Background: an optimization exercise with open tools, aiming at small area, a short achievable clock period and few clock cycles per item. Do not read the settings as production practice. The RTL was checked by simulation tests, not by an equivalence proof against the original design. Power is estimated from default activity; no workload was simulated.

$ cat flow/design.v
module dtl_hdr_codec (
    input  wire         clk,
    input  wire         rst,
    input  wire         cmd_valid,
    output wire         cmd_ready,
    input  wire         cmd_op,        
    input  wire         cmd_scr_en,    
    input  wire [11:0]  b_plen,
    input  wire [11:0]  b_seq,
    input  wire [3:0]   b_mod,
    input  wire [3:0]   b_fec,
    input  wire [7:0]   b_flen,
    input  wire [7:0]   b_cwid,
    input  wire [13:0]  b_off,
    input  wire [13:0]  b_short,
    input  wire [3:0]   b_emod,
    input  wire [3:0]   b_efec,
    input  wire [767:0] hdr_in,
    output wire         res_valid,
    output wire [95:0]  hdr_out,       
    output wire         res_ok,        
    output wire [11:0]  r_plen,
    output wire [11:0]  r_seq,
    output wire [3:0]   r_mod,
    output wire [3:0]   r_fec,
    output wire [7:0]   r_flen,
    output wire [7:0]   r_cwid,
    output wire [13:0]  r_off,
    output wire [13:0]  r_short,
    output wire [3:0]   r_emod,
    output wire [3:0]   r_efec
);
    localparam HB = 96;
    localparam [95:0] SCR_SEQ = 96'h542de72b306d746440934f70;
    localparam [7:0]  SCR_CRC = 8'h85;
    reg [HB-1:0] body_bits;    
    reg [HB-1:0] sign_bits;    
    integer k;
    always @* begin
        body_bits = {HB{1'b0}};
        for (k = 0; k < 12; k = k + 1) body_bits[ 0 + k] = b_plen [11 - k];
        for (k = 0; k < 12; k = k + 1) body_bits[12 + k] = b_seq  [11 - k];
        for (k = 0; k < 4;  k = k + 1) body_bits[24 + k] = b_mod  [3 - k];
        for (k = 0; k < 4;  k = k + 1) body_bits[28 + k] = b_fec  [3 - k];
        for (k = 0; k < 8;  k = k + 1) body_bits[32 + k] = b_flen [7 - k];
        for (k = 0; k < 8;  k = k + 1) body_bits[40 + k] = b_cwid [7 - k];
        for (k = 0; k < 14; k = k + 1) body_bits[48 + k] = b_off  [13 - k];
        for (k = 0; k < 14; k = k + 1) body_bits[62 + k] = b_short[13 - k];
        for (k = 0; k < 4;  k = k + 1) body_bits[76 + k] = b_emod [3 - k];
        for (k = 0; k < 4;  k = k + 1) body_bits[80 + k] = b_efec [3 - k];
    end
    always @* begin
        for (k = 0; k < HB; k = k + 1) sign_bits[k] = hdr_in[8*k + 7];
    end
    assign cmd_ready = 1'b1;
    reg          a_v;
    reg [HB-1:0] a_y;
    wire [83:0] a_m;
    wire [HB-1:0] a_d;
    genvar gi;
    generate
        for (gi = 0; gi < 84; gi = gi + 1) begin : g_sel
            dtl_mux2 u_m (.s(cmd_op), .a(body_bits[gi]), .b(sign_bits[gi]), .y(a_m[gi]));
            if (SCR_SEQ[gi]) begin : g_scr
                dtl_xor2 u_s (.a(a_m[gi]), .b(cmd_scr_en), .y(a_d[gi]));
            end else begin : g_pass
                assign a_d[gi] = a_m[gi];
            end
        end
    endgenerate
    assign a_d[95:84] = (cmd_op ? sign_bits[95:84] : 12'h000) ^ (cmd_scr_en ? SCR_SEQ[95:84] : 12'h000);
    reg          a_bc;          
    always @(posedge clk) begin
        if (rst) a_v <= 1'b0;
        else     a_v <= cmd_valid;
        a_y  <= a_d;
        a_bc <= !cmd_op && cmd_scr_en;
    end
    wire n0;
    dtl_xor2 u_n0 (.a(a_y[24]), .b(a_y[3]), .y(n0));
    wire n1;
    dtl_xor2 u_n1 (.a(a_y[25]), .b(a_y[39]), .y(n1));
    wire n2;
    dtl_xor2 u_n2 (.a(a_y[59]), .b(a_y[75]), .y(n2));
    wire n3;
    dtl_xor2 u_n3 (.a(a_y[26]), .b(a_y[40]), .y(n3));
    wire n4;
    dtl_xor2 u_n4 (.a(a_y[22]), .b(a_y[70]), .y(n4));
    wire n5;
    dtl_xor2 u_n5 (.a(a_y[35]), .b(a_y[48]), .y(n5));
    wire n6;
    dtl_xor2 u_n6 (.a(a_y[13]), .b(a_y[27]), .y(n6));
    wire n7;
    dtl_xor2 u_n7 (.a(a_y[5]), .b(a_y[6]), .y(n7));
    wire n8;
    dtl_xor2 u_n8 (.a(a_y[43]), .b(a_y[58]), .y(n8));
    wire n9;
    dtl_xor2 u_n9 (.a(a_y[21]), .b(a_y[71]), .y(n9));
    wire n10;
    dtl_xor2 u_n10 (.a(a_y[53]), .b(a_y[74]), .y(n10));
    wire n11;
    dtl_xor2 u_n11 (.a(a_y[42]), .b(a_y[73]), .y(n11));
    wire n12;
    dtl_xor2 u_n12 (.a(a_y[36]), .b(a_y[4]), .y(n12));
    wire n13;
    dtl_xor2 u_n13 (.a(a_y[38]), .b(a_y[57]), .y(n13));
    wire n14;
    dtl_xor2 u_n14 (.a(a_y[1]), .b(a_y[37]), .y(n14));
    wire n15;
    dtl_xor2 u_n15 (.a(a_y[41]), .b(a_y[72]), .y(n15));
    wire n16;
    dtl_xor2 u_n16 (.a(a_y[0]), .b(a_y[2]), .y(n16));
    wire n17;
    dtl_xor2 u_n17 (.a(a_y[44]), .b(a_y[7]), .y(n17));
    wire n18;
    dtl_xor2 u_n18 (.a(a_y[23]), .b(a_y[83]), .y(n18));
    wire n19;
    dtl_xor2 u_n19 (.a(a_y[34]), .b(a_y[69]), .y(n19));
    wire n20;
    dtl_xor2 u_n20 (.a(a_y[20]), .b(a_y[81]), .y(n20));
    wire n21;
    dtl_xor2 u_n21 (.a(a_bc), .b(a_y[19]), .y(n21));
    wire n22;
    dtl_xor2 u_n22 (.a(a_y[16]), .b(a_y[84]), .y(n22));
    wire n23;
    dtl_xor2 u_n23 (.a(a_y[10]), .b(a_y[30]), .y(n23));
    wire n24;
    dtl_xor2 u_n24 (.a(a_y[23]), .b(a_y[52]), .y(n24));
    wire n25;
    dtl_xor2 u_n25 (.a(a_y[55]), .b(a_y[66]), .y(n25));
    wire n26;
    dtl_xor2 u_n26 (.a(a_y[12]), .b(a_y[80]), .y(n26));
    wire n27;
    dtl_xor2 u_n27 (.a(a_y[68]), .b(a_y[79]), .y(n27));
    wire n28;
    dtl_xor2 u_n28 (.a(a_y[15]), .b(a_y[82]), .y(n28));
    wire n29;
    dtl_xor2 u_n29 (.a(a_y[62]), .b(a_y[86]), .y(n29));
    wire n30;
    dtl_xor2 u_n30 (.a(a_y[50]), .b(a_y[54]), .y(n30));
    wire n31;
    dtl_xor2 u_n31 (.a(a_y[18]), .b(a_y[85]), .y(n31));
    wire n32;
    dtl_xor2 u_n32 (.a(a_y[29]), .b(a_y[77]), .y(n32));
    wire n33;
    dtl_xor2 u_n33 (.a(a_y[14]), .b(a_y[61]), .y(n33));
    wire n34;
    dtl_xor2 u_n34 (.a(a_y[11]), .b(a_y[28]), .y(n34));
    wire n35;
    dtl_xor2 u_n35 (.a(a_y[17]), .b(a_y[69]), .y(n35));
    wire n36;
    dtl_xor2 u_n36 (.a(a_y[51]), .b(a_y[67]), .y(n36));
    wire n37;
    dtl_xor2 u_n37 (.a(a_y[46]), .b(a_y[9]), .y(n37));
    wire n38;
    dtl_xor2 u_n38 (.a(a_y[63]), .b(a_y[65]), .y(n38));
    wire n39;
    dtl_xor2 u_n39 (.a(a_y[32]), .b(a_y[78]), .y(n39));
    wire n40;
    dtl_xor2 u_n40 (.a(a_y[47]), .b(a_y[64]), .y(n40));
    wire n41;
    dtl_xor2 u_n41 (.a(a_y[33]), .b(a_y[87]), .y(n41));
    wire n42;
    dtl_xor2 u_n42 (.a(a_y[31]), .b(a_y[39]), .y(n42));
    wire n43;
    dtl_xor2 u_n43 (.a(a_y[49]), .b(a_y[8]), .y(n43));
    wire n44;
    dtl_xor2 u_n44 (.a(a_y[60]), .b(a_y[76]), .y(n44));
    wire n45;
    dtl_xor2 u_n45 (.a(a_y[67]), .b(a_y[80]), .y(n45));
    wire n46;
    dtl_xor2 u_n46 (.a(a_y[32]), .b(a_y[65]), .y(n46));
    wire n47;
    dtl_xor2 u_n47 (.a(a_y[13]), .b(a_y[82]), .y(n47));
    wire n48;
    dtl_xor2 u_n48 (.a(a_y[54]), .b(a_y[72]), .y(n48));
    wire n49;
    dtl_xor2 u_n49 (.a(a_y[45]), .b(a_y[88]), .y(n49));
    wire n50;
    dtl_xor2 u_n50 (.a(a_y[21]), .b(a_y[14]), .y(n50));
    wire n51;
    dtl_xor2 u_n51 (.a(a_y[1]), .b(a_y[40]), .y(n51));
    wire n52;
    dtl_xor2 u_n52 (.a(a_y[12]), .b(a_y[89]), .y(n52));
    wire n53;
    dtl_xor2 u_n53 (.a(a_y[68]), .b(a_y[41]), .y(n53));
    wire n54;
    dtl_xor2 u_n54 (.a(a_y[5]), .b(a_y[58]), .y(n54));
    wire n55;
    dtl_xor2 u_n55 (.a(a_y[33]), .b(a_y[73]), .y(n55));
    wire n56;
    dtl_xor2 u_n56 (.a(a_y[44]), .b(a_y[2]), .y(n56));
    wire n57;
    dtl_xor2 u_n57 (.a(a_y[49]), .b(a_y[35]), .y(n57));
    wire n58;
    dtl_xor2 u_n58 (.a(a_y[59]), .b(a_y[45]), .y(n58));
    wire n59;
    dtl_xor2 u_n59 (.a(a_y[56]), .b(a_y[47]), .y(n59));
    wire n60;
    dtl_xor2 u_n60 (.a(a_y[74]), .b(a_y[55]), .y(n60));
    wire n61;
    dtl_xor2 u_n61 (.a(a_y[37]), .b(a_y[42]), .y(n61));
    wire n62;
    dtl_xor2 u_n62 (.a(a_y[90]), .b(a_y[50]), .y(n62));
    wire n63;
    dtl_xor2 u_n63 (.a(a_y[62]), .b(a_y[78]), .y(n63));
    wire n64;
    dtl_xor2 u_n64 (.a(a_y[22]), .b(a_y[38]), .y(n64));
    wire n65;
    dtl_xor2 u_n65 (.a(a_y[51]), .b(a_y[60]), .y(n65));
    wire n66;
    dtl_xor2 u_n66 (.a(a_y[7]), .b(a_y[52]), .y(n66));
    wire n67;
    dtl_xor2 u_n67 (.a(a_y[43]), .b(a_y[27]), .y(n67));
    wire n68;
    dtl_xor2 u_n68 (.a(a_y[46]), .b(a_y[75]), .y(n68));
    wire n69;
    dtl_xor2 u_n69 (.a(a_y[4]), .b(a_y[77]), .y(n69));
    wire n70;
    dtl_xor2 u_n70 (.a(a_y[63]), .b(a_y[91]), .y(n70));
    wire n71;
    dtl_xor2 u_n71 (.a(a_y[85]), .b(a_y[56]), .y(n71));
    wire n72;
    dtl_xor2 u_n72 (.a(a_y[17]), .b(a_y[31]), .y(n72));
    wire n73;
    dtl_xor2 u_n73 (.a(a_y[28]), .b(a_y[76]), .y(n73));
    wire n74;
    dtl_xor2 u_n74 (.a(a_y[29]), .b(a_y[24]), .y(n74));
    wire n75;
    dtl_xor2 u_n75 (.a(a_y[92]), .b(a_y[84]), .y(n75));
    wire n76;
    dtl_xor2 u_n76 (.a(a_y[61]), .b(a_y[71]), .y(n76));
    wire n77;
    dtl_xor2 u_n77 (.a(a_y[9]), .b(a_y[45]), .y(n77));
    wire n78;
    dtl_xor2 u_n78 (.a(a_y[81]), .b(a_y[30]), .y(n78));
    wire n79;
    dtl_xor2 u_n79 (.a(a_y[8]), .b(a_y[16]), .y(n79));
    wire n80;
    dtl_xor2 u_n80 (.a(a_y[70]), .b(a_y[0]), .y(n80));
    wire n81;
    dtl_xor2 u_n81 (.a(a_y[93]), .b(a_y[48]), .y(n81));
    wire n82;
    dtl_xor2 u_n82 (.a(a_y[26]), .b(a_y[94]), .y(n82));
    wire n83;
    dtl_xor2 u_n83 (.a(a_y[81]), .b(a_y[6]), .y(n83));
    wire n84;
    dtl_xor2 u_n84 (.a(a_y[57]), .b(a_y[64]), .y(n84));
    wire n85;
    dtl_xor2 u_n85 (.a(a_y[36]), .b(a_y[87]), .y(n85));
    wire n86;
    dtl_xor2 u_n86 (.a(a_y[86]), .b(a_y[11]), .y(n86));
    wire n87;
    dtl_xor2 u_n87 (.a(a_y[10]), .b(a_y[66]), .y(n87));
    wire n88;
    dtl_xor2 u_n88 (.a(a_y[53]), .b(a_y[18]), .y(n88));
    wire n89;
    dtl_xor2 u_n89 (.a(a_y[56]), .b(a_y[95]), .y(n89));
    wire n90;
    dtl_xor2 u_n90 (.a(n0), .b(n6), .y(n90));
    wire n91;
    dtl_xor2 u_n91 (.a(n10), .b(n8), .y(n91));
    wire n92;
    dtl_xor2 u_n92 (.a(n15), .b(n7), .y(n92));
    wire n93;
    dtl_xor2 u_n93 (.a(n13), .b(n16), .y(n93));
    wire n94;
    dtl_xor2 u_n94 (.a(n1), .b(n14), .y(n94));
    wire n95;
    dtl_xor2 u_n95 (.a(n12), .b(n3), .y(n95));
    wire n96;
    dtl_xor2 u_n96 (.a(n2), .b(n9), .y(n96));
    wire n97;
    dtl_xor2 u_n97 (.a(n11), .b(n5), .y(n97));
    wire n98;
    dtl_xor2 u_n98 (.a(n17), .b(n24), .y(n98));
    wire n99;
    dtl_xor2 u_n99 (.a(n33), .b(n4), .y(n99));
    wire n100;
    dtl_xor2 u_n100 (.a(n1), .b(n43), .y(n100));
    wire n101;
    dtl_xor2 u_n101 (.a(n35), .b(n39), .y(n101));
    wire n102;
    dtl_xor2 u_n102 (.a(n21), .b(n41), .y(n102));
    wire n103;
    dtl_xor2 u_n103 (.a(n19), .b(n20), .y(n103));
    wire n104;
    dtl_xor2 u_n104 (.a(n23), .b(n36), .y(n104));
    wire n105;
    dtl_xor2 u_n105 (.a(n25), .b(n37), .y(n105));
    wire n106;
    dtl_xor2 u_n106 (.a(n17), .b(n38), .y(n106));
    wire n107;
    dtl_xor2 u_n107 (.a(n26), .b(n40), .y(n107));
    wire n108;
    dtl_xor2 u_n108 (.a(n18), .b(n28), .y(n108));
    wire n109;
    dtl_xor2 u_n109 (.a(n0), .b(n34), .y(n109));
    wire n110;
    dtl_xor2 u_n110 (.a(n29), .b(n31), .y(n110));
    wire n111;
    dtl_xor2 u_n111 (.a(n30), .b(n32), .y(n111));
    wire n112;
    dtl_xor2 u_n112 (.a(n12), .b(n49), .y(n112));
    wire n113;
    dtl_xor2 u_n113 (.a(n21), .b(n51), .y(n113));
    wire n114;
    dtl_xor2 u_n114 (.a(n44), .b(n4), .y(n114));
    wire n115;
    dtl_xor2 u_n115 (.a(n47), .b(n48), .y(n115));
    wire n116;
    dtl_xor2 u_n116 (.a(n46), .b(n5), .y(n116));
    wire n117;
    dtl_xor2 u_n117 (.a(n45), .b(n50), .y(n117));
    wire n118;
    dtl_xor2 u_n118 (.a(n52), .b(n55), .y(n118));
    wire n119;
    dtl_xor2 u_n119 (.a(n53), .b(n56), .y(n119));
    wire n120;
    dtl_xor2 u_n120 (.a(a_y[3]), .b(n54), .y(n120));
    wire n121;
    dtl_xor2 u_n121 (.a(n57), .b(n20), .y(n121));
    wire n122;
    dtl_xor2 u_n122 (.a(n61), .b(n59), .y(n122));
    wire n123;
    dtl_xor2 u_n123 (.a(n64), .b(n9), .y(n123));
    wire n124;
    dtl_xor2 u_n124 (.a(n44), .b(n22), .y(n124));
    wire n125;
    dtl_xor2 u_n125 (.a(n58), .b(n62), .y(n125));
    wire n126;
    dtl_xor2 u_n126 (.a(n19), .b(n16), .y(n126));
    wire n127;
    dtl_xor2 u_n127 (.a(n63), .b(n60), .y(n127));
    wire n128;
    dtl_xor2 u_n128 (.a(n18), .b(n27), .y(n128));
    wire n129;
    dtl_xor2 u_n129 (.a(n65), .b(n22), .y(n129));
    wire n130;
    dtl_xor2 u_n130 (.a(n66), .b(n72), .y(n130));
    wire n131;
    dtl_xor2 u_n131 (.a(n68), .b(n71), .y(n131));
    wire n132;
    dtl_xor2 u_n132 (.a(n13), .b(n70), .y(n132));
    wire n133;
    dtl_xor2 u_n133 (.a(n67), .b(n69), .y(n133));
    wire n134;
    dtl_xor2 u_n134 (.a(a_y[15]), .b(n76), .y(n134));
    wire n135;
    dtl_xor2 u_n135 (.a(n73), .b(n74), .y(n135));
    wire n136;
    dtl_xor2 u_n136 (.a(n75), .b(n7), .y(n136));
    wire n137;
    dtl_xor2 u_n137 (.a(n78), .b(n80), .y(n137));
    wire n138;
    dtl_xor2 u_n138 (.a(n2), .b(a_y[79]), .y(n138));
    wire n139;
    dtl_xor2 u_n139 (.a(n77), .b(n81), .y(n139));
    wire n140;
    dtl_xor2 u_n140 (.a(n79), .b(n3), .y(n140));
    wire n141;
    dtl_xor2 u_n141 (.a(n82), .b(n42), .y(n141));
    wire n142;
    dtl_xor2 u_n142 (.a(n83), .b(n86), .y(n142));
    wire n143;
    dtl_xor2 u_n143 (.a(n84), .b(n15), .y(n143));
    wire n144;
    dtl_xor2 u_n144 (.a(n85), .b(n4), .y(n144));
    wire n145;
    dtl_xor2 u_n145 (.a(n87), .b(n14), .y(n145));
    wire n146;
    dtl_xor2 u_n146 (.a(n27), .b(n42), .y(n146));
    wire n147;
    dtl_xor2 u_n147 (.a(n88), .b(n89), .y(n147));
    wire n148;
    dtl_xor2 u_n148 (.a(n100), .b(n91), .y(n148));
    wire n149;
    dtl_xor2 u_n149 (.a(n108), .b(n95), .y(n149));
    wire n150;
    dtl_xor2 u_n150 (.a(n106), .b(n91), .y(n150));
    wire n151;
    dtl_xor2 u_n151 (.a(n102), .b(n90), .y(n151));
    wire n152;
    dtl_xor2 u_n152 (.a(n92), .b(n94), .y(n152));
    wire n153;
    dtl_xor2 u_n153 (.a(n93), .b(n98), .y(n153));
    wire n154;
    dtl_xor2 u_n154 (.a(n105), .b(n96), .y(n154));
    wire n155;
    dtl_xor2 u_n155 (.a(n104), .b(n90), .y(n155));
    wire n156;
    dtl_xor2 u_n156 (.a(n113), .b(n112), .y(n156));
    wire n157;
    dtl_xor2 u_n157 (.a(n103), .b(n117), .y(n157));
    wire n158;
    dtl_xor2 u_n158 (.a(n115), .b(n109), .y(n158));
    wire n159;
    dtl_xor2 u_n159 (.a(n93), .b(n116), .y(n159));
    wire n160;
    dtl_xor2 u_n160 (.a(n99), .b(n120), .y(n160));
    wire n161;
    dtl_xor2 u_n161 (.a(n118), .b(n111), .y(n161));
    wire n162;
    dtl_xor2 u_n162 (.a(n94), .b(n121), .y(n162));
    wire n163;
    dtl_xor2 u_n163 (.a(n126), .b(n127), .y(n163));
    wire n164;
    dtl_xor2 u_n164 (.a(n125), .b(n122), .y(n164));
    wire n165;
    dtl_xor2 u_n165 (.a(n124), .b(n123), .y(n165));
    wire n166;
    dtl_xor2 u_n166 (.a(n109), .b(n132), .y(n166));
    wire n167;
    dtl_xor2 u_n167 (.a(n129), .b(n99), .y(n167));
    wire n168;
    dtl_xor2 u_n168 (.a(n131), .b(n133), .y(n168));
    wire n169;
    dtl_xor2 u_n169 (.a(n130), .b(n97), .y(n169));
    wire n170;
    dtl_xor2 u_n170 (.a(n135), .b(n134), .y(n170));
    wire n171;
    dtl_xor2 u_n171 (.a(n95), .b(n136), .y(n171));
    wire n172;
    dtl_xor2 u_n172 (.a(n110), .b(n101), .y(n172));
    wire n173;
    dtl_xor2 u_n173 (.a(n107), .b(n11), .y(n173));
    wire n174;
    dtl_xor2 u_n174 (.a(n140), .b(n139), .y(n174));
    wire n175;
    dtl_xor2 u_n175 (.a(n110), .b(n138), .y(n175));
    wire n176;
    dtl_xor2 u_n176 (.a(n137), .b(n111), .y(n176));
    wire n177;
    dtl_xor2 u_n177 (.a(n97), .b(n101), .y(n177));
    wire n178;
    dtl_xor2 u_n178 (.a(n141), .b(n144), .y(n178));
    wire n179;
    dtl_xor2 u_n179 (.a(n142), .b(n143), .y(n179));
    wire n180;
    dtl_xor2 u_n180 (.a(n107), .b(n96), .y(n180));
    wire n181;
    dtl_xor2 u_n181 (.a(n145), .b(n97), .y(n181));
    wire n182;
    dtl_xor2 u_n182 (.a(n146), .b(n147), .y(n182));
    wire n183;
    dtl_xor2 u_n183 (.a(n159), .b(n156), .y(n183));
    wire n184;
    dtl_xor2 u_n184 (.a(n158), .b(n148), .y(n184));
    wire n185;
    dtl_xor2 u_n185 (.a(n114), .b(n157), .y(n185));
    wire n186;
    dtl_xor2 u_n186 (.a(n161), .b(n154), .y(n186));
    wire n187;
    dtl_xor2 u_n187 (.a(n162), .b(n119), .y(n187));
    wire n188;
    dtl_xor2 u_n188 (.a(n160), .b(n149), .y(n188));
    wire n189;
    dtl_xor2 u_n189 (.a(n92), .b(n163), .y(n189));
    wire n190;
    dtl_xor2 u_n190 (.a(n164), .b(n155), .y(n190));
    wire n191;
    dtl_xor2 u_n191 (.a(n149), .b(n165), .y(n191));
    wire n192;
    dtl_xor2 u_n192 (.a(n166), .b(n168), .y(n192));
    wire n193;
    dtl_xor2 u_n193 (.a(n167), .b(n169), .y(n193));
    wire n194;
    dtl_xor2 u_n194 (.a(n128), .b(n152), .y(n194));
    wire n195;
    dtl_xor2 u_n195 (.a(n170), .b(n153), .y(n195));
    wire n196;
    dtl_xor2 u_n196 (.a(n148), .b(n173), .y(n196));
    wire n197;
    dtl_xor2 u_n197 (.a(n171), .b(n172), .y(n197));
    wire n198;
    dtl_xor2 u_n198 (.a(n175), .b(n151), .y(n198));
    wire n199;
    dtl_xor2 u_n199 (.a(n174), .b(n150), .y(n199));
    wire n200;
    dtl_xor2 u_n200 (.a(n152), .b(n176), .y(n200));
    wire n201;
    dtl_xor2 u_n201 (.a(n177), .b(n155), .y(n201));
    wire n202;
    dtl_xor2 u_n202 (.a(n178), .b(n150), .y(n202));
    wire n203;
    dtl_xor2 u_n203 (.a(n154), .b(n179), .y(n203));
    wire n204;
    dtl_xor2 u_n204 (.a(n151), .b(n103), .y(n204));
    wire n205;
    dtl_xor2 u_n205 (.a(n180), .b(n182), .y(n205));
    wire n206;
    dtl_xor2 u_n206 (.a(n153), .b(n181), .y(n206));
    wire n207;
    dtl_xor2 u_n207 (.a(n184), .b(n183), .y(n207));
    wire n208;
    dtl_xor2 u_n208 (.a(n187), .b(n188), .y(n208));
    wire n209;
    dtl_xor2 u_n209 (.a(n189), .b(n191), .y(n209));
    wire n210;
    dtl_xor2 u_n210 (.a(n193), .b(n192), .y(n210));
    wire n211;
    dtl_xor2 u_n211 (.a(n195), .b(n197), .y(n211));
    wire n212;
    dtl_xor2 u_n212 (.a(n200), .b(n198), .y(n212));
    wire n213;
    dtl_xor2 u_n213 (.a(n202), .b(n201), .y(n213));
    wire n214;
    dtl_xor2 u_n214 (.a(n204), .b(n206), .y(n214));
    wire n215;
    dtl_xor2 u_n215 (.a(n207), .b(n185), .y(n215));
    wire n216;
    dtl_xor2 u_n216 (.a(n186), .b(n208), .y(n216));
    wire n217;
    dtl_xor2 u_n217 (.a(n209), .b(n190), .y(n217));
    wire n218;
    dtl_xor2 u_n218 (.a(n210), .b(n194), .y(n218));
    wire n219;
    dtl_xor2 u_n219 (.a(n211), .b(n196), .y(n219));
    wire n220;
    dtl_xor2 u_n220 (.a(n212), .b(n199), .y(n220));
    wire n221;
    dtl_xor2 u_n221 (.a(n203), .b(n213), .y(n221));
    wire n222;
    dtl_xor2 u_n222 (.a(n205), .b(n214), .y(n222));
    wire [7:0] t = {n222, n221, n220, n219, n218, n217, n216, n215};
    wire [3:0] ok_a;
    wire [1:0] ok_b;
    wire       ok;
    dtl_nor2  u_ok_a0 (.a(t[0]), .b(t[1]), .y(ok_a[0]));
    dtl_nor2  u_ok_a1 (.a(t[2]), .b(t[3]), .y(ok_a[1]));
    dtl_nor2  u_ok_a2 (.a(t[4]), .b(t[5]), .y(ok_a[2]));
    dtl_nor2  u_ok_a3 (.a(t[6]), .b(t[7]), .y(ok_a[3]));
    dtl_nand2 u_ok_b0 (.a(ok_a[0]), .b(ok_a[1]), .y(ok_b[0]));
    dtl_nand2 u_ok_b1 (.a(ok_a[2]), .b(ok_a[3]), .y(ok_b[1]));
    dtl_nor2  u_ok_c  (.a(ok_b[0]), .b(ok_b[1]), .y(ok));
    reg          b_v;
    reg [83:0]   b_y;
    reg          b_r85;         
    reg [7:0]    b_t;
    reg          b_ok;
    always @(posedge clk) begin
        if (rst) b_v <= 1'b0;
        else     b_v <= a_v;
        b_y   <= a_y[83:0];
        b_r85 <= a_y[85];
        b_t   <= t;
        b_ok  <= ok;
    end
    assign res_valid = b_v;
    assign hdr_out   = {b_t, 2'b00, b_r85, 1'b0, b_y};
    assign res_ok    = b_ok;
    genvar g;
    generate
        for (g = 0; g < 12; g = g + 1) begin : g_plen
            assign r_plen[11 - g] = b_y[ 0 + g];
            assign r_seq [11 - g] = b_y[12 + g];
        end
        for (g = 0; g < 4; g = g + 1) begin : g_id
            assign r_mod [3 - g] = b_y[24 + g];
            assign r_fec [3 - g] = b_y[28 + g];
            assign r_emod[3 - g] = b_y[76 + g];
            assign r_efec[3 - g] = b_y[80 + g];
        end
        for (g = 0; g < 8; g = g + 1) begin : g_byte
            assign r_flen[7 - g] = b_y[32 + g];
            assign r_cwid[7 - g] = b_y[40 + g];
        end
        for (g = 0; g < 14; g = g + 1) begin : g_wide
            assign r_off  [13 - g] = b_y[48 + g];
            assign r_short[13 - g] = b_y[62 + g];
        end
    endgenerate
endmodule
module dtl_mux2 (input wire s, input wire a, input wire b, output wire y);
    assign y = s ? b : a;
endmodule
module dtl_nor2 (input wire a, input wire b, output wire y);
    assign y = ~(a | b);
endmodule
module dtl_nand2 (input wire a, input wire b, output wire y);
    assign y = ~(a & b);
endmodule
module dtl_xor2 (input wire a, input wire b, output wire y);
    assign y = a ^ b;
endmodule
$ cat flow/flow/run.sh
#!/bin/bash
# The standard layout, with two changes to how the cells are sized:
#  - the port buffers are made from the smallest buffer cell (buf_1);
#  - the pins of each header bit sit side by side (flow/io.tcl);
#  - after floorplan, every combinational cell is set to the smallest drive
#    strength of its footprint, so that the later timing repair sizes up
#    only what the timing needs.
# Each tool's output goes to a log of its own in the work folder.
set -euo pipefail
cd "$(dirname "$0")/.."
W=$PWD
R=$W/orfs/results/${FLOW_PLATFORM:-sky130hd}/dtl_hdr_codec/base
PB="BUFFER_PORTS_ARGS=-buffer_cell sky130_fd_sc_hd__buf_1"
IO="PRE_IO_PLACEMENT_TCL=$W/flow/io.tcl"
bash standard.sh "$PB" "$IO" floorplan > flow_make_floorplan.log 2>&1
RESULTS=$R openroad -no_init -exit flow/downsize.tcl > flow_downsize.log 2>&1
bash standard.sh "$PB" "$IO" finish > flow_make_finish.log 2>&1
$ cat flow/flow/downsize.tcl
# Set every combinational cell of 2_floorplan.odb to the smallest drive
# strength (_1) of its footprint. Registers, clock cells and tie cells stay.
set lib $::env(FLOW_HOME)/platforms/sky130hd/lib/sky130_fd_sc_hd__tt_025C_1v80.lib
read_liberty $lib
read_db $::env(RESULTS)/2_floorplan.odb
set db [ord::get_db]
set n 0
foreach inst [[ord::get_db_block] getInsts] {
  set m [[$inst getMaster] getName]
  if {![regexp {^(sky130_fd_sc_hd__[a-z0-9]+)_([0-9]+)$} $m -> base size]} { continue }
  if {$size == 1} { continue }
  if {[regexp {__(df|sdf|edf|dl|clk|conb|tap|fill|decap|diode|probe|lpflow)} $base]} { continue }
  set target ${base}_1
  set tm [$db findMaster $target]
  if {$tm == "NULL" || $tm == ""} { continue }
  puts "downsize [$inst getName] $m -> $target"
  $inst swapMaster $tm
  incr n
}
puts "downsized $n cells"
write_db $::env(RESULTS)/2_floorplan.odb
$ cat flow/flow/io.tcl
# Pin order: each header bit's sample sign, field input and both outputs side
# by side, bits in order around the die, in the middle part of each edge.
set_io_pin_constraint -group -order -region bottom:60-240 -pin_names {hdr_in[7] b_plen[11] hdr_out[0] r_plen[11] hdr_in[15] b_plen[10] hdr_out[1] r_plen[10] hdr_in[23] b_plen[9] hdr_out[2] r_plen[9] hdr_in[31] b_plen[8] hdr_out[3] r_plen[8] hdr_in[39] b_plen[7] hdr_out[4] r_plen[7] hdr_in[47] b_plen[6] hdr_out[5] r_plen[6] hdr_in[55] b_plen[5] hdr_out[6] r_plen[5] hdr_in[63] b_plen[4] hdr_out[7] r_plen[4] hdr_in[71] b_plen[3] hdr_out[8] r_plen[3] hdr_in[79] b_plen[2] hdr_out[9] r_plen[2] hdr_in[87] b_plen[1] hdr_out[10] r_plen[1] hdr_in[95] b_plen[0] hdr_out[11] r_plen[0] hdr_in[103] b_seq[11] hdr_out[12] r_seq[11] hdr_in[111] b_seq[10] hdr_out[13] r_seq[10] hdr_in[119] b_seq[9] hdr_out[14] r_seq[9] hdr_in[127] b_seq[8] hdr_out[15] r_seq[8] hdr_in[135] b_seq[7] hdr_out[16] r_seq[7] hdr_in[143] b_seq[6] hdr_out[17] r_seq[6] hdr_in[151] b_seq[5] hdr_out[18] r_seq[5] hdr_in[159] b_seq[4] hdr_out[19] r_seq[4] hdr_in[167] b_seq[3] hdr_out[20] r_seq[3] hdr_in[679] hdr_out[84] hdr_in[687] hdr_out[85] hdr_in[695] hdr_out[86] cmd_op cmd_scr_en}
set_io_pin_constraint -group -order -region right:60-240 -pin_names {hdr_in[175] b_seq[2] hdr_out[21] r_seq[2] hdr_in[183] b_seq[1] hdr_out[22] r_seq[1] hdr_in[191] b_seq[0] hdr_out[23] r_seq[0] hdr_in[199] b_mod[3] hdr_out[24] r_mod[3] hdr_in[207] b_mod[2] hdr_out[25] r_mod[2] hdr_in[215] b_mod[1] hdr_out[26] r_mod[1] hdr_in[223] b_mod[0] hdr_out[27] r_mod[0] hdr_in[231] b_fec[3] hdr_out[28] r_fec[3] hdr_in[239] b_fec[2] hdr_out[29] r_fec[2] hdr_in[247] b_fec[1] hdr_out[30] r_fec[1] hdr_in[255] b_fec[0] hdr_out[31] r_fec[0] hdr_in[263] b_flen[7] hdr_out[32] r_flen[7] hdr_in[271] b_flen[6] hdr_out[33] r_flen[6] hdr_in[279] b_flen[5] hdr_out[34] r_flen[5] hdr_in[287] b_flen[4] hdr_out[35] r_flen[4] hdr_in[295] b_flen[3] hdr_out[36] r_flen[3] hdr_in[303] b_flen[2] hdr_out[37] r_flen[2] hdr_in[311] b_flen[1] hdr_out[38] r_flen[1] hdr_in[319] b_flen[0] hdr_out[39] r_flen[0] hdr_in[327] b_cwid[7] hdr_out[40] r_cwid[7] hdr_in[335] b_cwid[6] hdr_out[41] r_cwid[6] hdr_in[703] hdr_out[87] hdr_in[711] hdr_out[88] hdr_in[719] hdr_out[89] cmd_valid rst}
set_io_pin_constraint -group -order -region top:60-240 -pin_names {hdr_in[343] b_cwid[5] hdr_out[42] r_cwid[5] hdr_in[351] b_cwid[4] hdr_out[43] r_cwid[4] hdr_in[359] b_cwid[3] hdr_out[44] r_cwid[3] hdr_in[367] b_cwid[2] hdr_out[45] r_cwid[2] hdr_in[375] b_cwid[1] hdr_out[46] r_cwid[1] hdr_in[383] b_cwid[0] hdr_out[47] r_cwid[0] hdr_in[391] b_off[13] hdr_out[48] r_off[13] hdr_in[399] b_off[12] hdr_out[49] r_off[12] hdr_in[407] b_off[11] hdr_out[50] r_off[11] hdr_in[415] b_off[10] hdr_out[51] r_off[10] hdr_in[423] b_off[9] hdr_out[52] r_off[9] hdr_in[431] b_off[8] hdr_out[53] r_off[8] hdr_in[439] b_off[7] hdr_out[54] r_off[7] hdr_in[447] b_off[6] hdr_out[55] r_off[6] hdr_in[455] b_off[5] hdr_out[56] r_off[5] hdr_in[463] b_off[4] hdr_out[57] r_off[4] hdr_in[471] b_off[3] hdr_out[58] r_off[3] hdr_in[479] b_off[2] hdr_out[59] r_off[2] hdr_in[487] b_off[1] hdr_out[60] r_off[1] hdr_in[495] b_off[0] hdr_out[61] r_off[0] hdr_in[503] b_short[13] hdr_out[62] r_short[13] hdr_in[727] hdr_out[90] hdr_in[735] hdr_out[91] hdr_in[743] hdr_out[92] clk res_ok}
set_io_pin_constraint -group -order -region left:60-240 -pin_names {hdr_in[511] b_short[12] hdr_out[63] r_short[12] hdr_in[519] b_short[11] hdr_out[64] r_short[11] hdr_in[527] b_short[10] hdr_out[65] r_short[10] hdr_in[535] b_short[9] hdr_out[66] r_short[9] hdr_in[543] b_short[8] hdr_out[67] r_short[8] hdr_in[551] b_short[7] hdr_out[68] r_short[7] hdr_in[559] b_short[6] hdr_out[69] r_short[6] hdr_in[567] b_short[5] hdr_out[70] r_short[5] hdr_in[575] b_short[4] hdr_out[71] r_short[4] hdr_in[583] b_short[3] hdr_out[72] r_short[3] hdr_in[591] b_short[2] hdr_out[73] r_short[2] hdr_in[599] b_short[1] hdr_out[74] r_short[1] hdr_in[607] b_short[0] hdr_out[75] r_short[0] hdr_in[615] b_emod[3] hdr_out[76] r_emod[3] hdr_in[623] b_emod[2] hdr_out[77] r_emod[2] hdr_in[631] b_emod[1] hdr_out[78] r_emod[1] hdr_in[639] b_emod[0] hdr_out[79] r_emod[0] hdr_in[647] b_efec[3] hdr_out[80] r_efec[3] hdr_in[655] b_efec[2] hdr_out[81] r_efec[2] hdr_in[663] b_efec[1] hdr_out[82] r_efec[1] hdr_in[671] b_efec[0] hdr_out[83] r_efec[0] hdr_in[751] hdr_out[93] hdr_in[759] hdr_out[94] hdr_in[767] hdr_out[95] res_valid cmd_ready}
$ cat flow/standard.sh
#!/bin/bash
# synth_recipe.tcl (not shown) runs the flow's synth.tcl, then flattens the netlist and writes it again
# the make line also repeats each setting of config.mk as NAME=value (left out here)
make -C /OpenROAD-flow-scripts/flow DESIGN_CONFIG=/design/flow/config.mk WORK_HOME=/design/flow/orfs CLKGATE_MAP_FILE= SYNTH_SCRIPT=/design/flow/synth_recipe.tcl "${@:-finish}"
$ cat flow/config.mk
export PLATFORM = sky130hd
export DESIGN_NAME = dtl_hdr_codec
export DESIGN_NICKNAME = dtl_hdr_codec
export VERILOG_FILES = /design/flow/design.v
export SDC_FILE = /design/flow/constraint.sdc
export NUM_CORES = 4
export LEC_CHECK = 0
export CAP_MARGIN = 20
export CORE_AREA = 10 10 290 290
export DIE_AREA = 0 0 300 300
export SETUP_SLACK_MARGIN = 2.8
export SLEW_MARGIN = 20
export SYNTH_HIERARCHICAL = 1
export SYNTH_MINIMUM_KEEP_SIZE = 0
export TNS_END_PERCENT = 10
$ cat flow/constraint.sdc
create_clock -name core_clock -period 5.0 [get_ports {clk}]
set_input_delay 1.0000 -clock core_clock [delete_from_list [all_inputs] [get_ports {clk}]]
set_output_delay 1.0000 -clock core_clock [all_outputs]
set_load 0.01 [all_outputs]
==> results of run 1 <==
==> cells in the final DEF, fill, tap and decap left out, drive strengths merged <==
| cell type | instances |
|---|---|
| inv | 7 |
| conb | 4 |
| nor2b | 3 |
| clkbuf | 18 |
| mux2 | 84 |
| nor2 | 5 |
| clkinv | 6 |
| xor2 | 263 |
| clkinvlp | 1 |
| diode | 6 |
| buf | 374 |
| xnor2 | 4 |
| nand2 | 6 |
| and2 | 8 |
| dfxtp | 193 |
==> final timing paths <==
check | cells after the start | startpoint | to | slack (ps)
worst min register to register | 0 | a_y[36] | b_y[36] | 420
worst max-delay path | 10 | a_y[3] | b_ok | 2760
worst max register to register | 10 | a_y[3] | b_ok | 2760
worst min-delay path | 0 | a_y[36] | b_y[36] | 420
==> routing by layer <==
layer | vias to the layer above | share of wire | GRT usage
li1 | 2582 | - | -
met1 | 2360 | 0.43 | 0.0852
met2 | 234 | 0.48 | 0.121
met3 | 29 | 0.070 | 0.0239
met4 | 4 | 0.015 | 0.0262
met5 | - | 0.00081 | 0
==> power by group through the flow <==
| stage | logic (W) | clock network (W) | registers [W] |
|---|---|---|---|
| global route | 0.00227 | 0.00147 | 0.00205 |
| CTS | 0.00184 | 0.00142 | 0.00202 |
| detailed placement | 0.00181 | 0 | 0.00205 |
| floorplan | 0.00132 | 0 | 0.00195 |
| global placement | 0.00181 | 0 | 0.00205 |
| finish | 0.00207 | 0.00135 | 0.00201 |
==> modules after synthesis, one instance, submodules excluded <==
| module | cells inside | cell area, um2 | flops+latches | times used |
|---|---|---|---|---|
| dtl_nand2 | 1 | 3.75 | 0 | 2 |
| dtl_xor2 | 1 | 8.76 | 0 | 263 |
| dtl_nor2 | 1 | 3.75 | 0 | 5 |
| dtl_mux2 | 1 | 15.0 | 0 | 84 |
| dtl_hdr_codec | 305 | 4690 | 193 | 1 |
==> sequential cells by signal, summed over array words and instances (netlist names) <==
| register | flops |
|---|---|
| a_bc | 1 |
| a_v | 1 |
| a_y | 96 |
| b_ok | 1 |
| b_r85 | 1 |
| b_t | 8 |
| b_v | 1 |
| b_y | 84 |
==> worst register-to-register path, cell delays in order, from the launching register on <==
cell     delay (ps)
dfxtp_2         450
xor2_4          240
xor2_2          220
buf_4           160
xor2_2          240
xor2_1          220
xor2_1          190
xor2_1          260
nor2_1           70
nand2_1          60
nor2_1           40
==> cell type report <==
| cell class | count | area [um2] |
|---|---|---|
| Antenna cell | 6 | 15.0 |
| Clock buffer | 17 | 425 |
| Clock inverter | 14 | 151 |
| Fill cell | 8808 | 66600 |
| Multi-Input combinational cell | 377 | 3740 |
| Sequential cell | 193 | 3940 |
| Tap cell | 1040 | 1300 |
| Timing Repair Buffer | 375 | 1470 |
==> logic make-up (layout without fill, tap and decap cells) <==
family	count (synthesis)	in the layout
other cells	2	10
xor+xnor	267	267
simple gates	22	22
flops	193	193
mux	84	84
buf+inv	91	406
==> timing repair <==
item,4_1_cts,5_1_grt
resized for setup,30,68
pin swaps,4,11
buffers inserted,2,6
setup endpoints to repair,32,38
hold endpoints to repair,0,0
==> through the flow <==
| step | power [W] | std cells |
|---|---|---|
| global route | 0.00578 | 2016 |
| detailed placement | 0.00385 | 1977 |
| finish | 0.00542 | 2022 |
| global placement | 0.00385 | 1977 |
| CTS | 0.00528 | 2010 |
| floorplan | 0.00327 | 661 |
==> metrics.md, run 1 <==
| Metric | Value |
|---|---|
| Top_reg_cell synth | `dfxtp_1` |
| Area leader, netlist | `dfxtp_1` |
| Final hold vios | `0` |
| Port bufs | `363` |
| Max VDD drop | `0.000260 V` |
| GPL Wtd Cong | `0.827` |
| Worst-path maximum fanout | `3` |
| Total wire length | `33400 um` |
| First-pass GRT wire length | `43600 um` |
| Reg power frac | `0.370` |
| CP Class | `reg2reg` |
| Mapped Cells | `659` |
| Area after DPL | `0.00997 mm2` |
| Post-synth cell types | `14` |
| Crit end category | `flop` |
| Post-synthesis simple-gate area fraction | `0.0142` |
| Hold Path Class | `reg2reg` |
| Net Sw Frac | `0.389` |
| CP delay by family, top | `XOR/XNOR gates` |
| Slew of the pin with the lowest slew margin | `625 ps` |
| Sum of negative setup slack | `0 ps` |
| Clock latency on the worst-skew pair | `490 ps` |
| Post-synth ARST share | `0` |
| Final Instance Area | `0.0110 mm2` |
| Synthesized area per cell | `12.6 um2` |
| Vias in the first global route | `5749` |
| Seq/Total Area, Yosys | `0.467` |
| Root Buffer | `clkbuf_16` |
| Clock sink total | `193` |
| Post-synthesis cell area | `0.00828 mm2` |
| Synth Register Bits | `193` |
| Startpoint types | `flop` |
| Place WS | `2150 ps` |
| Post-layout nets | `1821` |
| Vias post-DR | `5209` |
| Dpl hpwl | `28700 um` |
| Antenna violations before repair | `9` |
| Initial Util | `0.107` |
| Synth Area in Compound Gates | `0` |
| Clk buf depth | `2` |
| Synth Area in Adders | `0` |
| Clock power share | `0.249` |
| Slowest cell on crit path | `dfxtp_2` |
| Total core area | `0.0776 mm2` |
| Worst EP required | `5390 ps` |
| Crit-path most repeated cell | `xor2_1` |
| NetSw | `0.00211 W` |
| Global Route Usage Sum | `0.0722` |
| Setup Skew | `18.5 ps` |
| Residual DRC count | `0` |
| Ports | `1040` |
| CTS Hold Bufs | `0` |
| Post-synth EDFFs | `0` |
| Layout cells sized above 1 | `0.135` |
| Die area | `0.0900 mm2` |
| Final slew viol count | `0` |
| Cells along the critical path | `xor2_4 > xor2_2 > buf_4 > xor2_2 > xor2_1 > xor2_1 > xor2_1 > nor2_1 > nand2_1 > nor2_1` |
| Pre-antenna DRT Iters | `4` |
| Num CTS Buffers | `17` |
| CTS tree | `done` |
| # rows | `102` |
| Die Width | `300 um` |
| Largest family of logic cells by synthesized area | `XOR/XNOR gates` |
| Layout area overhead | `33.2%` |
| Final period utilization | `0.448` |
| Remaining Overflow, GRT | `0` |
| Final worst setup slack | `2760 ps` |
| Outcome | `finished clean` |
| Synth top cells by count | `xor2_1, dfxtp_1, buf_4` |
| Final ANT Viol Nets | `0` |
| H-tree levels | `4` |
| Tmin final | `2240 ps` |
| Fmax | `0.446 GHz` |
| PD cells | `492 mW/mm2` |
| Count leader, synth | `xor2_1` |
| Drt initial violations | `231` |
| Pint | `0.00331 W` |
| Max-Cap Viols | `0` |
| RSZ-0062 raised after global routing | `true` |
| Worst-path clk slew | `80 ps` |
| Endpoints failing setup | `0` |
| CP Buf/Inv Count | `1` |
| Main area contributors after synthesis | `dfxtp_1, xor2_1, mux2_4` |
| Via density | `2.58` |
| Die height | `300 um` |
| Worst hold slack | `417 ps` |
| Final Core Density | `0.142` |
| Drt wl/cell | `16.5 um` |
| Warning count from the yosys run | `7` |
| Post-synthesis mux area share | `0.152` |
| Critical path's largest stage delay | `450 ps` |
| Slew headroom | `0.583` |
| Comb pwr share | `0.381` |
| Synth Area in XOR/XNOR | `0.283` |
| Lkg Pwr | `4.00 nW` |
| Top cell type's share of synthesized area | `0.467` |
| Arrival time worst endpoint | `2630 ps` |
| Pin count of the biggest net entering global routing | `55` |
Testbench counts, summed over its fixed seeds: cycles 976, items 960.
==> inputs of run 2 (changes only) <==
--- a/flow/config.mk
+++ b/flow/config.mk
@@ -7,9 +7,11 @@
 export LEC_CHECK = 0
 export CAP_MARGIN = 20
 export CORE_AREA = 10 10 290 290
+export CTS_BUF_LIST = sky130_fd_sc_hd__clkbuf_8
+export CTS_CLUSTER_SIZE = 6
 export DIE_AREA = 0 0 300 300
-export SETUP_SLACK_MARGIN = 2.8
+export SETUP_SLACK_MARGIN = 2.9
 export SLEW_MARGIN = 20
 export SYNTH_HIERARCHICAL = 1
 export SYNTH_MINIMUM_KEEP_SIZE = 0
-export TNS_END_PERCENT = 10
+export TNS_END_PERCENT = 30
==> metrics.md, run 2 <==
| Metric | Value |
|---|---|
| Post-synth EDFFs | `0 (unchanged)` |
| Main area contributors after synthesis | `dfxtp_1, xor2_1, mux2_4 (unchanged)` |
| Drt wl/cell | `16.7 um (was 16.5 um)` |
| Final ANT Viol Nets | `0 (unchanged)` |
| RSZ-0062 raised after global routing | `true (unchanged)` |
| Clock latency on the worst-skew pair | `550 ps (was 490 ps)` |
| Die Width | `300 um (unchanged)` |
| Clock sink total | `193 (unchanged)` |
| Crit-path most repeated cell | `xor2_1 (unchanged)` |
| Warning count from the yosys run | `7 (unchanged)` |
| Non-Filler Instances | `2029 (was 2022)` |
| Synth Register Bits | `193 (unchanged)` |
| Place WS | `2150 ps (unchanged)` |
| Slowest cell on crit path | `dfxtp_2 (unchanged)` |
| Ports | `1040 (unchanged)` |
| Layout area overhead | `42.3% (was 33.2%)` |
| Pin count of the biggest net entering global routing | `55 (unchanged)` |
| Initial Util | `0.107 (unchanged)` |
| Count leader, synth | `xor2_1 (unchanged)` |
| Slew headroom | `0.628 (was 0.583)` |
| Total wire length | `34000 um (was 33400 um)` |
| Post-synthesis cell area | `0.00828 mm2 (unchanged)` |
| Layout cells sized above 1 | `0.312 (was 0.135)` |
| Post-synth cell types | `14 (unchanged)` |
| Register area | `0.00410 mm2 (was 0.00394 mm2)` |
| Setup Skew | `23.8 ps (was 18.5 ps)` |
| Max VDD drop | `0.000190 V (was 0.000260 V)` |
| Crit end category | `flop (unchanged)` |
| Synth top cells by count | `xor2_1, dfxtp_1, buf_4 (unchanged)` |
| Placed Instances | `1977 (unchanged)` |
| Via density | `2.61 (was 2.58)` |
| Port bufs | `363 (unchanged)` |
| Clk buf depth | `2 (unchanged)` |
| Number of flip-flops in the largest register | `96 (unchanged)` |
| Worst-path clk slew | `120 ps (was 80 ps)` |
| Final hold vios | `0 (unchanged)` |
| CP Buf/Inv Count | `0 (was 1)` |
| CTS tree | `done (unchanged)` |
| Lkg Pwr | `4.36 nW (was 4.00 nW)` |
| Endpoints failing setup | `0 (unchanged)` |
| # fillers | `8733 (was 8808)` |
| # rows | `102 (unchanged)` |
| Multi-input combinational cell area | `0.00396 mm2 (was 0.00374 mm2)` |
| Worst-path maximum fanout | `3 (unchanged)` |
| H-tree levels | `4 (unchanged)` |
| Top cell type's share of synthesized area | `0.467 (unchanged)` |
| Sum of negative setup slack | `0 ps (unchanged)` |
| Remaining Overflow, GRT | `0 (unchanged)` |
| Post-layout nets | `1826 (was 1821)` |
| Mapped Cells | `659 (unchanged)` |
| Die height | `300 um (unchanged)` |
| Max-Cap Viols | `0 (unchanged)` |
| Seq/Total Area, Yosys | `0.467 (unchanged)` |
| First-pass GRT wire length | `44300 um (was 43600 um)` |
| Biggest register | `a_y (unchanged)` |
| Final slew viol count | `0 (unchanged)` |
| GPL Wtd Cong | `0.827 (unchanged)` |
| CP delay by family, top | `XOR/XNOR gates (unchanged)` |
| Residual DRC count | `0 (unchanged)` |
| Vias in the first global route | `5881 (was 5749)` |
| Synthesized area per cell | `12.6 um2 (unchanged)` |
| Die area | `0.0900 mm2 (unchanged)` |
| Antenna violations before repair | `11 (was 9)` |
| Arrival time worst endpoint | `2630 ps (about the same)` |
| Most frequent cells in the layout | `buf_1, xor2_1, dfxtp_2 (was buf_1, xor2_1, dfxtp_1)` |
| Final worst setup slack | `2840 ps (was 2760 ps)` |
| Total core area | `0.0776 mm2 (unchanged)` |
| Post-synth ARST share | `0 (unchanged)` |
| Global Route Usage Sum | `0.0732 (was 0.0722)` |
| Outcome | `finished clean (unchanged)` |
| Slew of the pin with the lowest slew margin | `558 ps (was 625 ps)` |
| Tmin final | `2160 ps (was 2240 ps)` |
| CP Class | `reg2reg (unchanged)` |
| Startpoint types | `flop (unchanged)` |
| Top_reg_cell synth | `dfxtp_1 (unchanged)` |
| Num CTS Buffers | `17 (unchanged)` |
| Commonest non-fill, non-tap cell in the layout | `buf_1 (unchanged)` |
| Dpl hpwl | `28700 um (unchanged)` |
| PD cells | `459 mW/mm2 (was 492 mW/mm2)` |
| Root Buffer | `clkbuf_8 (was clkbuf_16)` |
| Area leader, netlist | `dfxtp_1 (unchanged)` |
| Cells along the critical path | `xor2_2 > xor2_1 > xor2_1 > xor2_1 > xor2_1 > xor2_1 > nor2_1 > nand2_1 > nor2_1 (was xor2_4 > xor2_2 > buf_4 > xor2_2 > xor2_1 > xor2_1 > xor2_1 > nor2_1 > nand2_1 > nor2_1)` |
| CTS Hold Bufs | `0 (unchanged)` |
| Final period utilization | `0.433 (was 0.448)` |
| Vias post-DR | `5287 (was 5209)` |
| Drt initial violations | `213 (was 231)` |
| Worst EP required | `5470 ps (was 5390 ps)` |
| Pre-antenna DRT Iters | `4 (unchanged)` |
| Hold Path Class | `reg2reg (unchanged)` |
| Critical path's largest stage delay | `470 ps (was 450 ps)` |
| Regs by FF count | `a_y (96), b_y (84), b_t (8) (unchanged)` |
| Fmax | `0.462 GHz (was 0.446 GHz)` |
[run 2: worst paths after layout]
| path | start | depth (start not counted) | end | slack (ps) |
|---|---|---|---|---|
| worst min-delay path | a_y[36] | 0 | b_y[36] | 410 |
| worst min register to register | a_y[36] | 0 | b_y[36] | 410 |
| worst max register to register | a_y[31] | 9 | b_ok | 2840 |
| worst max-delay path | a_y[31] | 9 | b_ok | 2840 |
[run 2: cell families after synthesis]
family,Yosys count,synth area share
xor gates and xnor gates,267,0.283
buffers and inverters,91,0.0827
other,2,0.000907
DFF,193,0.467
and+or+nand+nor,22,0.0142
muxes,84,0.152
[run 2: what timing repair did]
item | CTS | global route
gates cloned | 0 | 0
resized for setup | 205 | 209
pin swaps | 16 | 22
setup buffers | 8 | 5
setup endpoints to repair | 208 | 176
[run 2: per-stage QoR]
stage / utilization / hold WS, ps / area, um2 / power, W
finish: 0.152 / 409 / 11800 / 0.00541
global route: 0.152 / 409 / 11800 / 0.00577
CTS: 0.143 / 423 / 11100 / 0.00526
detailed placement: 0.129 / 445 / 9970 / 0.00385
global placement: 0.129 / 435 / 9970 / 0.00385
floorplan: - / 349 / 8290 / 0.00327
[run 2: where the power goes]
group | internal [W] | total, W | switching, W | leakage [nW]
registers | 0.00178 | 0.00206 | 0.000274 | 1.64
logic | 0.00111 | 0.00234 | 0.00122 | 2.53
clock network | 0.000367 | 0.00101 | 0.000646 | 0.190
[run 2: area by class of cell]
| class | count | area share |
|---|---|---|
| antenna | 8 | 0.00170 |
| clock buffer | 17 | 0.0199 |
| clock inverter | 14 | 0.0128 |
| multi-input combinational | 377 | 0.336 |
| sequential | 193 | 0.348 |
| tap | 1040 | 0.110 |
| timing repair buffer | 380 | 0.172 |
[run 2: metal layers]
metal  routed length, um  track usage
met5                  27            0
met4                 822       0.0318
met3                2860       0.0310
met2               16300        0.120
met1               14000       0.0822
[run 2: worst register-to-register path, cell delays in order (launching register included)]
cell	delay, ps
dfxtp_2	470
xor2_2	300
xor2_1	210
xor2_1	220
xor2_1	250
xor2_1	250
xor2_1	220
nor2_1	70
nand2_1	70
nor2_1	40
[run 2: Yosys stat by module, one instance, submodules excluded]
| module | copies in the design | flip-flops and latches | area [um2] |
|---|---|---|---|
| dtl_nand2 | 2 | 0 | 3.75 |
| dtl_mux2 | 84 | 0 | 15.0 |
| dtl_xor2 | 263 | 0 | 8.76 |
| dtl_nor2 | 5 | 0 | 3.75 |
| dtl_hdr_codec | 1 | 193 | 4690 |
==> inputs of run 3 (changes only) <==
--- a/flow/config.mk
+++ b/flow/config.mk
@@ -7,8 +7,8 @@
 export LEC_CHECK = 0
 export CAP_MARGIN = 20
 export CORE_AREA = 10 10 290 290
-export CTS_BUF_LIST = sky130_fd_sc_hd__clkbuf_8
-export CTS_CLUSTER_SIZE = 6
+export CTS_CLUSTER_DIAMETER = 120
+export CTS_CLUSTER_SIZE = 30
 export DIE_AREA = 0 0 300 300
 export SETUP_SLACK_MARGIN = 2.9
 export SLEW_MARGIN = 20
==> metrics.md, run 3 <==
| Metric | Value |
|---|---|
| Slew headroom | `0.632 (was 0.628)` |
| Clk buf depth | `2 (unchanged)` |
| CP Buf/Inv Count | `1 (was 0)` |
| Cells along the critical path | `buf_1 (was xor2_2 > xor2_1 > xor2_1 > xor2_1 > xor2_1 > xor2_1 > nor2_1 > nand2_1 > nor2_1)` |
| Most frequent cells in the layout | `buf_1, xor2_1, dfxtp_1 (was buf_1, xor2_1, dfxtp_2)` |
| Pre-antenna DRT Iters | `4 (unchanged)` |
| Total wire length | `33600 um (was 34000 um)` |
| Initial Util | `0.107 (unchanged)` |
| Port bufs | `363 (unchanged)` |
| CTS Hold Bufs | `0 (unchanged)` |
| Regs by FF count | `a_y (96), b_y (84), b_t (8) (unchanged)` |
| Clock sink total | `193 (unchanged)` |
| CTS tree | `done (unchanged)` |
| RSZ-0062 raised after global routing | `true (unchanged)` |
| Seq/Total Area, Yosys | `0.467 (unchanged)` |
| Tmin final | `2180 ps (was 2160 ps)` |
| Synth Register Bits | `193 (unchanged)` |
| Biggest register | `a_y (unchanged)` |
| GPL Wtd Cong | `0.827 (unchanged)` |
| Count leader, synth | `xor2_1 (unchanged)` |
| Crit end category | `output pin (was flop)` |
| Final Core Density | `0.144 (was 0.152)` |
| Vias in the first global route | `5797 (was 5881)` |
| Endpoints failing setup | `0 (unchanged)` |
| Clock latency on the worst-skew pair | `490 ps (was 550 ps)` |
| Hold Path Class | `reg2reg (unchanged)` |
| Startpoint types | `flop (unchanged)` |
| Post-synth ARST share | `0 (unchanged)` |
| Post-synth EDFFs | `0 (unchanged)` |
| Area leader, netlist | `dfxtp_1 (unchanged)` |
| Sum of negative setup slack | `0 ps (unchanged)` |
| # rows | `102 (unchanged)` |
| Warning count from the yosys run | `7 (unchanged)` |
| Worst-path clk slew | `90 ps (was 120 ps)` |
| Post-synthesis cell area | `0.00828 mm2 (unchanged)` |
| Mapped Cells | `659 (unchanged)` |
| Critical path's largest stage delay | `380 ps (was 470 ps)` |
| Commonest non-fill, non-tap cell in the layout | `buf_1 (unchanged)` |
| Layout cells sized above 1 | `0.159 (was 0.312)` |
| Die area | `0.0900 mm2 (unchanged)` |
| Pin count of the biggest net entering global routing | `55 (unchanged)` |
| Multi-input combinational cell area | `0.00381 mm2 (was 0.00396 mm2)` |
| Dpl hpwl | `28700 um (unchanged)` |
| Drt initial violations | `214 (was 213)` |
| Root Buffer | `clkbuf_16 (was clkbuf_8)` |
| Lkg Pwr | `4.04 nW (was 4.36 nW)` |
| # fillers | `8799 (was 8733)` |
| Vias post-DR | `5265 (was 5287)` |
| Slew of the pin with the lowest slew margin | `552 ps (was 558 ps)` |
| Final slew viol count | `0 (unchanged)` |
| Die height | `300 um (unchanged)` |
| Layout area overhead | `35.3% (was 42.3%)` |
| First-pass GRT wire length | `43900 um (was 44300 um)` |
| Post-layout nets | `1825 (was 1826)` |
| Num CTS Buffers | `17 (unchanged)` |
| Outcome | `finished clean (unchanged)` |
| Setup Skew | `20.8 ps (was 23.8 ps)` |
| Antenna violations before repair | `9 (was 11)` |
| Design Power | `0.00549 W (was 0.00541 W)` |
| Top_reg_cell synth | `dfxtp_1 (unchanged)` |
| Via density | `2.60 (was 2.61)` |
| Slowest cell on crit path | `buf_1 (was dfxtp_2)` |
| CP delay by family, top | `buffers and inverters (was XOR/XNOR gates)` |
| H-tree levels | `4 (unchanged)` |
| Register area | `0.00399 mm2 (was 0.00410 mm2)` |
| Ports | `1040 (unchanged)` |
| Remaining Overflow, GRT | `0 (unchanged)` |
| Number of flip-flops in the largest register | `96 (unchanged)` |
| Top cell type's share of synthesized area | `0.467 (unchanged)` |
| Main area contributors after synthesis | `dfxtp_1, xor2_1, mux2_4 (unchanged)` |
| Total core area | `0.0776 mm2 (unchanged)` |
| CP Class | `reg2out (was reg2reg)` |
| Post-synth cell types | `14 (unchanged)` |
| Fmax | `0.458 GHz (was 0.462 GHz)` |
| Max VDD drop | `0.000272 V (was 0.000190 V)` |
| Worst-path maximum fanout | `1 (was 3)` |
| Final period utilization | `0.437 (was 0.433)` |
| Final hold vios | `0 (unchanged)` |
| Die Width | `300 um (unchanged)` |
| Max-Cap Viols | `0 (unchanged)` |
| Synth top cells by count | `xor2_1, dfxtp_1, buf_4 (unchanged)` |
| Drt wl/cell | `16.6 um (was 16.7 um)` |
| Global Route Usage Sum | `0.0726 (was 0.0732)` |
| Final ANT Viol Nets | `0 (unchanged)` |
| Arrival time worst endpoint | `1180 ps (was 2630 ps)` |
| Residual DRC count | `0 (unchanged)` |
| Worst EP required | `4000 ps (was 5470 ps)` |
| Synthesized area per cell | `12.6 um2 (unchanged)` |
| PD cells | `490 mW/mm2 (was 459 mW/mm2)` |
[run 3: cell counts after synthesis]
Identical to the previous run, type by type.
[run 3: modules after synthesis (local to each module, per instance)]
module	flops+latches	area [um2]	cells	copies in the design
dtl_nand2	0	3.75	1	2
dtl_nor2	0	3.75	1	5
dtl_xor2	0	8.76	1	263
dtl_mux2	0	15.0	1	84
dtl_hdr_codec	193	4690	305	1
[run 3: logic make-up after synthesis]
| kind of cell | share of synthesized area |
|---|---|
| buffers and inverters | 0.0827 |
| XOR/XNOR | 0.283 |
| flip-flops | 0.467 |
| other | 0.000907 |
| multiplexers | 0.152 |
| AND/OR/NAND/NOR | 0.0142 |
[run 3: layout make-up]
class / instances / share of cell area
Clock buffer: 17 / 0.0380
Sequential cell: 193 / 0.356
Tap cell: 1040 / 0.116
Antenna cell: 8 / 0.00179
Multi-Input combinational cell: 377 / 0.340
Clock inverter: 14 / 0.0135
Timing Repair Buffer: 379 / 0.134
[run 3: path summary, 6_finish.rpt]
check             slack [ps]          end  depth (start not counted)    start
hold reg to reg          410      b_y[74]                          0  a_y[74]
setup / recovery        2820  hdr_out[94]                          1   b_t[6]
hold / removal           410      b_y[74]                          0  a_y[74]
setup reg to reg        2840         b_ok                          9  a_y[77]
[run 3: what timing repair did]
item	CTS	global route
gates resized for setup	70	67
pin swaps	11	14
buffers inserted	8	4
setup endpoints to repair	48	15
[run 3: where the power goes]
part | internal, W | switching [W] | leakage, nW
Combinational | 0.000919 | 0.00120 | 2.13
Sequential | 0.00177 | 0.000250 | 1.63
Clock | 0.000660 | 0.000687 | 0.277
Total | 0.00335 | 0.00214 | 4.04
[run 3: per-layer routing]
metal	global-route usage	share of wire	wire length, um	vias to the layer above
met1	0.0839	0.42	14100	2398
met4	0.0260	0.015	518	4
li1	-	-	-	2595
met3	0.0267	0.081	2720	30
met5	0	0.00080	27	-
met2	0.122	0.48	16200	238
[run 3: per-stage QoR]
step                cell area [um2]  setup WS (ps)  hold WS, ps  cells
floorplan                      8290           3130          349    661
global placement               9970           2150          435   1977
detailed placement             9970           2150          445   1977
CTS                           10800           2690          435   2016
global route                  11200           2710          418   2020
finish                        11200           2820          414   2028
==> inputs of run 4 (changes only) <==
--- a/flow/config.mk
+++ b/flow/config.mk
@@ -7,8 +7,6 @@
 export LEC_CHECK = 0
 export CAP_MARGIN = 20
 export CORE_AREA = 10 10 290 290
-export CTS_CLUSTER_DIAMETER = 120
-export CTS_CLUSTER_SIZE = 30
 export DIE_AREA = 0 0 300 300
 export SETUP_SLACK_MARGIN = 2.9
 export SLEW_MARGIN = 20
==> metrics.md, run 4 <==
| Metric | Value |
|---|---|
| Vias post-DR | `5265 (unchanged)` |
| Clock power share | `0.246 (about the same)` |
| Design Power | `0.00549 W (unchanged)` |
| Post-synthesis cell area | `0.00828 mm2 (unchanged)` |
| CP delay by family, top | `buffers and inverters (unchanged)` |
| Pint | `0.00335 W (unchanged)` |
| Synth Area in Compound Gates | `0 (unchanged)` |
| PD cells | `490 mW/mm2 (unchanged)` |
| Startpoint types | `flop (unchanged)` |
| CTS tree | `done (unchanged)` |
| Reg-to-reg critical path startpoint | `a_y[77] (unchanged)` |
| Drt initial violations | `214 (unchanged)` |
| Die Width | `300 um (unchanged)` |
| Regs by FF count | `a_y (96), b_y (84), b_t (8) (unchanged)` |
| Port bufs | `363 (unchanged)` |
| Root Buffer | `clkbuf_16 (unchanged)` |
| Comb pwr share | `0.387 (about the same)` |
| Sum of negative setup slack | `0 ps (unchanged)` |
| Final worst setup slack | `2820 ps (unchanged)` |
| Outcome | `finished clean (unchanged)` |
| Pre-antenna DRT Iters | `4 (unchanged)` |
| Residual DRC count | `0 (unchanged)` |
| Arrival time worst endpoint | `1180 ps (about the same)` |
| Worst EP required | `4000 ps (about the same)` |
| Synth Register Bits | `193 (unchanged)` |
| Count leader, synth | `xor2_1 (unchanged)` |
| Remaining Overflow, GRT | `0 (unchanged)` |
| Synth Area in XOR/XNOR | `0.283 (unchanged)` |
| Initial Util | `0.107 (unchanged)` |
| Setup Skew | `20.8 ps (unchanged)` |
| Mapped Cells | `659 (unchanged)` |
| Num CTS Buffers | `17 (unchanged)` |
| Biggest register | `a_y (unchanged)` |
| Post-synth ARST share | `0 (unchanged)` |
| Placed Instances | `1977 (unchanged)` |
| Global Route Usage Sum | `0.0726 (unchanged)` |
| Layout area overhead | `35.3% (unchanged)` |
| Clk buf depth | `2 (unchanged)` |
| Dpl hpwl | `28700 um (unchanged)` |
| Vias in the first global route | `5797 (unchanged)` |
| Largest family of logic cells by synthesized area | `XOR/XNOR gates (unchanged)` |
| Area leader, netlist | `dfxtp_1 (unchanged)` |
| GPL Wtd Cong | `0.827 (unchanged)` |
| Final slew viol count | `0 (unchanged)` |
| NetSw | `0.00214 W (unchanged)` |
| Post-synth cell types | `14 (unchanged)` |
| Fmax | `0.458 GHz (unchanged)` |
| Post-synth EDFFs | `0 (unchanged)` |
| RSZ-0062 raised after global routing | `true (unchanged)` |
| Die height | `300 um (unchanged)` |
| Top cell type's share of synthesized area | `0.467 (unchanged)` |
| Hold_sp | `a_y[74] (unchanged)` |
| Total core area | `0.0776 mm2 (unchanged)` |
| Slowest cell on crit path | `buf_1 (unchanged)` |
| Final hold vios | `0 (unchanged)` |
| Hold Path Class | `reg2reg (unchanged)` |
| Worst-path maximum fanout | `1 (unchanged)` |
| Post-synthesis simple-gate area fraction | `0.0142 (unchanged)` |
| Max-Cap Viols | `0 (unchanged)` |
| Post-layout nets | `1825 (unchanged)` |
| Seq/Total Area, Yosys | `0.467 (unchanged)` |
| Clock sink total | `193 (unchanged)` |
| Die area | `0.0900 mm2 (unchanged)` |
| H-tree levels | `4 (unchanged)` |
| Most frequent cells in the layout | `buf_1, xor2_1, dfxtp_1 (unchanged)` |
| Cells along the critical path | `buf_1 (unchanged)` |
| Commonest non-fill, non-tap cell in the layout | `buf_1 (unchanged)` |
| Critical path's largest stage delay | `380 ps (about the same)` |
| Area after DPL | `0.00997 mm2 (unchanged)` |
| Antenna violations before repair | `9 (unchanged)` |
| Main area contributors after synthesis | `dfxtp_1, xor2_1, mux2_4 (unchanged)` |
-- run 4: per-stage QoR --
step,hold slack [ps],utilization
after floorplan,349,-
after CTS,435,0.140
after global placement,435,0.129
final,414,0.144
after global routing,418,0.144
after detailed placement,445,0.129
-- run 4: repair_timing --
| item | in CTS | in global routing |
|---|---|---|
| endpoints found under the setup margin | 48 | 15 |
| resized for setup | 70 | 67 |
| endpoints found under the hold margin | 0 | 0 |
| pin swaps | 11 | 14 |
| setup buffers | 8 | 4 |
| hold buffers | 0 | 0 |
-- run 4: Yosys stat by module, one instance, submodules excluded --
| module | area [um2] | flip-flops and latches | copies in the design |
|---|---|---|---|
| dtl_hdr_codec | 4690 | 193 | 1 |
| dtl_mux2 | 15.0 | 0 | 84 |
| dtl_xor2 | 8.76 | 0 | 263 |
| dtl_nand2 | 3.75 | 0 | 2 |
| dtl_nor2 | 3.75 | 0 | 5 |
-- run 4: cell families (layout without fill, tap and decap cells) --
| kind of cell | count (synthesis) | count (layout) |
|---|---|---|
| xor gates and xnor gates | 267 | 267 |
| buffers and inverters | 91 | 410 |
| DFF | 193 | 193 |
| muxes | 84 | 84 |
| other | 2 | 12 |
| and+or+nand+nor | 22 | 22 |
-- run 4: layout make-up --
class                   instances  area [um2]
clock inverters                14         151
flip-flops and latches        193        3990
fillers                      8799       66400
multi-input cells             377        3810
clock buffers                  17         425
diodes                          8        20.0
well taps                    1040        1300
repair buffers                379        1500
-- run 4: routing by layer --
layer	GRT usage	vias to the layer above	share of wire	wire length [um]
met4	0.0260	4	0.015	518
met1	0.0839	2398	0.42	14100
met3	0.0267	30	0.081	2720
met5	0	-	0.00080	27
met2	0.122	238	0.48	16200
li1	-	2595	-	-
-- run 4: worst paths after layout --
check | end | cells past startpoint | slack [ps]
hold / removal | b_y[74] | 0 | 410
setup / recovery | hdr_out[94] | 1 | 2820
setup reg to reg | b_ok | 9 | 2840
hold reg to reg | b_y[74] | 0 | 410
-- run 4: power by group through the flow --
stage          logic, W  registers [W]  clock network (W)
2_1_floorplan   0.00132        0.00195                  0
3_3_place_gp    0.00181        0.00205                  0
3_5_place_dp    0.00181        0.00205                  0
4_1_cts         0.00198        0.00203            0.00142
5_1_grt         0.00232        0.00205            0.00147
6_report        0.00212        0.00202            0.00135

what the ideal ports hide:
No port has a modelled driver above. Below, the same layouts with a new extraction and two added sets of constraints.
Step 1 sets driving cells, clkbuf_16 on the clock port and buf_2 on the other inputs (assumed; they add their load-dependent delay and slew).
Step 2 times the ports against the registers' clock, not the clock port: input delays grow and output delays shrink by t, the midpoint of the rising clock arrivals with the driver on.
Three values: no drivers, after step 1, after step 2; two values: the first two.
| run | t, ns | setup slack, ns |
|---|---|---|
| run 1 | 0.532 | 2.760 / 2.754 / 2.450 |
| run 2 | 0.593 | 2.836 / 2.836 / 2.490 |
| run 3 | 0.535 | 2.816 / 2.763 / 2.495 |
| run 4 | 0.535 | 2.816 / 2.763 / 2.495 |
After both steps setup and hold are still met in every run listed.
